What follows belongs to an exercise in optimizing a design on an open flow for small area, a short achievable clock period and few clock cycles per item; a production flow would make more cautious choices. In this exercise RTL edits were held to simulation tests only and were not proved equivalent to the original. No activity file was given, so power comes from the tool's default toggle rates.

Setup of alpha:
// pite_xform
module pite_xform (
    input  wire        clk,
    input  wire        rst_n,         
    input  wire [2:0]  cfg_op,        
    input  wire        cfg_perch,
    input  wire        cfg_chen,
    input  wire [1:0]  cfg_chsel,
    input  wire [31:0] cfg_opnd0,
    input  wire [31:0] cfg_opnd1,
    input  wire [31:0] cfg_opnd2,
    input  wire [7:0]  cfg_outmin,
    input  wire [7:0]  cfg_outmax,
    input  wire [7:0]  cfg_rmin,
    input  wire [7:0]  cfg_rmax,
    input  wire        in_valid,
    output wire        in_ready,
    input  wire [7:0]  in_data,
    input  wire [2:0]  in_tag,
    output wire        out_valid,
    input  wire        out_ready,
    output wire [7:0]  out_data
);
    parameter [8:0] CUT = 9'b0_0101_0100;
    parameter       ATYPE = 1;
    localparam integer NCUT = CUT[1]+CUT[2]+CUT[3]+CUT[4]+CUT[5]+CUT[6]+CUT[7]+CUT[8];
    localparam integer CAP = NCUT + 4;
    localparam OP_SADD   = 3'd1;
    localparam OP_SSUB   = 3'd2;
    localparam OP_SMUL   = 3'd3;
    localparam OP_SDIV   = 3'd4;
    localparam OP_CSTR   = 3'd6;
    localparam OP_BPLANE = 3'd7;
    wire acc   = in_valid & in_ready;
    reg  op_smul, op_sdiv, op_cstr, op_bp, op_ssub, op_short;
    always @(posedge clk) begin
        op_smul  <= (cfg_op == OP_SMUL);
        op_sdiv  <= (cfg_op == OP_SDIV);
        op_cstr  <= (cfg_op == OP_CSTR);
        op_bp    <= (cfg_op == OP_BPLANE);
        op_ssub  <= (cfg_op == OP_SSUB);
        op_short <= (cfg_op == OP_SADD) | (cfg_op == OP_SSUB) | (cfg_op == OP_BPLANE);
    end
    wire cstr  = op_cstr;
    wire short = op_short;
    wire [1:0]  ik   = in_tag[1:0];
    wire [31:0] in_n = !cfg_perch ? cfg_opnd0 :
                       (ik == 2'd1) ? cfg_opnd1 :
                       (ik == 2'd2) ? cfg_opnd2 : cfg_opnd0;
    wire [8:0]  in_u = {1'b0, in_data} - {1'b0, cfg_rmin};
    reg  [7:0]  v;
    reg  [2:0]  tag;
    reg         sel;
    reg  [24:0] n;
    reg         n_hi8, n_hi24, n_hi25, n_zero;
    reg  [7:0]  au;
    reg         uneg;
    reg         val0;
    always @(posedge clk) begin
        v      <= in_data;
        tag    <= in_tag;
        sel    <= !cfg_chen || (ik == cfg_chsel);
        n      <= in_n[24:0];
        n_hi8  <= |in_n[31:8];
  ...
For scale: ~400 flip-flops, about 160 I/O pins, about 28000 um^2 of cells after synthesis.
export LEC_CHECK = 0
export ABC_AREA = 0
export CAP_MARGIN = 20
export CORE_MARGIN = 2
export CORE_UTILIZATION = 40
export SLEW_MARGIN = 20
create_clock -name core_clock -period 12.5 [get_ports {clk}]
standard.sh (not shown) runs the stock make flow with config.mk's settings and CLKGATE_MAP_FILE= SYNTH_SCRIPT=/design/flow/synth_recipe.tcl, a recipe that flattens the netlist after the stock synthesis.
==> flow/flow/run.sh <==
#!/bin/bash
# Layout flow: the standard flow (standard.sh, ORFS make targets) with
# two changes to how the layout is made:
#  - timing repair aims at a setup slack of SETUP_MARGIN ns rather than 0,
#    so the resizer also speeds up paths that already meet the clock;
#  - the port buffers that every input and output gets are buf_1 cells.
# The clock period and constraints are the standard flow's. ORFS keeps each step's full
# tool output in orfs/logs/; make's own output goes to standard.log here.
set -e
SETUP_MARGIN=8
bash standard.sh SETUP_SLACK_MARGIN=$SETUP_MARGIN \
    "BUFFER_PORTS_ARGS=-buffer_cell sky130_fd_sc_hd__buf_1" finish > standard.log 2>&1
Testbench counts of alpha, summed over its fixed seeds: cycles 15,596, items 14,056.
--- input diff alpha..beta ---
--- a/flow/config.mk
+++ b/flow/config.mk
@@ -7,6 +7,7 @@
 export LEC_CHECK = 0
-export ABC_AREA = 0
+export ABC_AREA = 1
 export CAP_MARGIN = 20
 export CORE_MARGIN = 2
-export CORE_UTILIZATION = 40
+export CORE_UTILIZATION = 60
+export PLACE_DENSITY = 0.75
 export SLEW_MARGIN = 20
==> notes.md <==
- alpha vs beta, startpoint of the worst setup timing path: b_r[6][0]$_DFF_P_ vs a_r[9][17]$_DFF_P_
- Compared with alpha, beta shows a higher power share of the clock group.
- | combinational share of power | beta vs alpha | 4.1 points lower |
- Total nets after synthesis in beta is 639 above alpha.
- Max area growth from synthesis to layout across alpha and beta: alpha
- On post-route standard cell area excluding fillers: between alpha and beta, it ends up higher for alpha.
- alpha reports its worst-path cell with the longest stage delay as sky130_fd_sc_hd__fa_2 while beta reports sky130_fd_sc_hd__dfxtp_1.

* * *

Starting RTL as in the previous note.
Design pite_xform, start of the top module:
module pite_xform (
    input  wire        clk,
    input  wire        rst_n,         
    input  wire [2:0]  cfg_op,        
    input  wire        cfg_perch,
    input  wire        cfg_chen,
    input  wire [1:0]  cfg_chsel,
    input  wire [31:0] cfg_opnd0,
    input  wire [31:0] cfg_opnd1,
    input  wire [31:0] cfg_opnd2,
    input  wire [7:0]  cfg_outmin,
    input  wire [7:0]  cfg_outmax,
    input  wire [7:0]  cfg_rmin,
    input  wire [7:0]  cfg_rmax,
    input  wire        in_valid,
    output wire        in_ready,
    input  wire [7:0]  in_data,
    input  wire [2:0]  in_tag,
    output wire        out_valid,
    input  wire        out_ready,
    output wire [7:0]  out_data
);
==> flow/config.mk <==
export PLATFORM = sky130hd
export DESIGN_NAME = pite_xform
export DESIGN_NICKNAME = pite_xform
export VERILOG_FILES = /design/flow/design.v
export SDC_FILE = /design/flow/constraint.sdc
export NUM_CORES = 4
export LEC_CHECK = 0
export ABC_AREA = 1
export CAP_MARGIN = 20
export CORE_MARGIN = 2
export CORE_UTILIZATION = 40
export SLEW_MARGIN = 20
==> flow/constraint.sdc <==
create_clock -name core_clock -period 12.5 [get_ports {clk}]
set_input_delay 2.5000 -clock core_clock [delete_from_list [all_inputs] [get_ports {clk}]]
set_output_delay 2.5000 -clock core_clock [all_outputs]
set_load 0.01 [all_outputs]
==> flow/flow/run.sh <==
#!/bin/bash
# Layout flow: the standard flow (standard.sh, ORFS make targets) with
# two changes to how the layout is made:
#  - timing repair aims at a setup slack of SETUP_MARGIN ns rather than 0,
#    so the resizer also speeds up paths that already meet the clock;
#  - the port buffers that every input and output gets are buf_1 cells.
# The clock period and constraints are the standard flow's. ORFS keeps each step's full
# tool output in orfs/logs/; make's own output goes to standard.log here.
set -e
SETUP_MARGIN=8.5
bash standard.sh SETUP_SLACK_MARGIN=$SETUP_MARGIN \
    "BUFFER_PORTS_ARGS=-buffer_cell sky130_fd_sc_hd__buf_1" finish > standard.log 2>&1
Testbench counts at the start, summed over its fixed seeds: cycles 15,596, items 14,056.
Edit:
--- a/flow/flow/run.sh
+++ b/flow/flow/run.sh
@@ -10 +10 @@
-SETUP_MARGIN=8.5
+SETUP_MARGIN=8
The changed run ran to the end with no violations.
Cell count shrinks by 3.0%.
Sequential power hardly moves.
Routed wire length shrinks by 7.5%.
Die area does not change.
Global-route usage shrinks by 1.3 points.
Design area shrinks by 9.7%.
Setup slack improves by 4.2 ps.
Non-clock buffer count shrinks by 141.

-- static timing again, ports no longer ideal --
How much do the figures lean on ideal ports? The routed layouts below were timed once more, with nothing changed but the port constraints. Step 1 (the two cells are an assumption about what drives the block):
set clk [get_ports {clk}]
set_driving_cell -lib_cell sky130_fd_sc_hd__clkbuf_16 $clk
set_driving_cell -lib_cell sky130_fd_sc_hd__buf_2 [delete_from_list [all_inputs] $clk]
Step 2 adds t to the input delays and takes it off the output delays; t is the mean of the earliest and latest rising clock arrival at the registers after step 1. Input paths then give back, and output paths get back, about the clock's delay inside the block. Three values: ideal, step 1, step 2; two values: the first two.
run	t (ns)	setup slack, ns	worst hold slack (ns)	worst register clock-pin slew, ns	cell pins on the clock port's net
alpha	0.644	7.221 / 7.221 / 7.221	0.309 / 0.309 / 0.309	0.07 / 0.07	1
beta	0.640	7.737 / 7.737 / 7.616	0.303 / 0.303 / 0.303	0.06 / 0.06	1
the first run of note 2	0.651	8.088 / 8.088 / 7.838	0.325 / 0.325 / 0.325	0.07 / 0.07	1
the second run of note 2	0.644	8.092 / 8.092 / 7.618	0.323 / 0.323 / 0.323	0.07 / 0.07	1
After both steps every run listed still meets setup and hold. For the second run of note 2, which loses most, drivers alone change the setup slack by 0.000 ns; drivers and shift together by -0.474 ns.
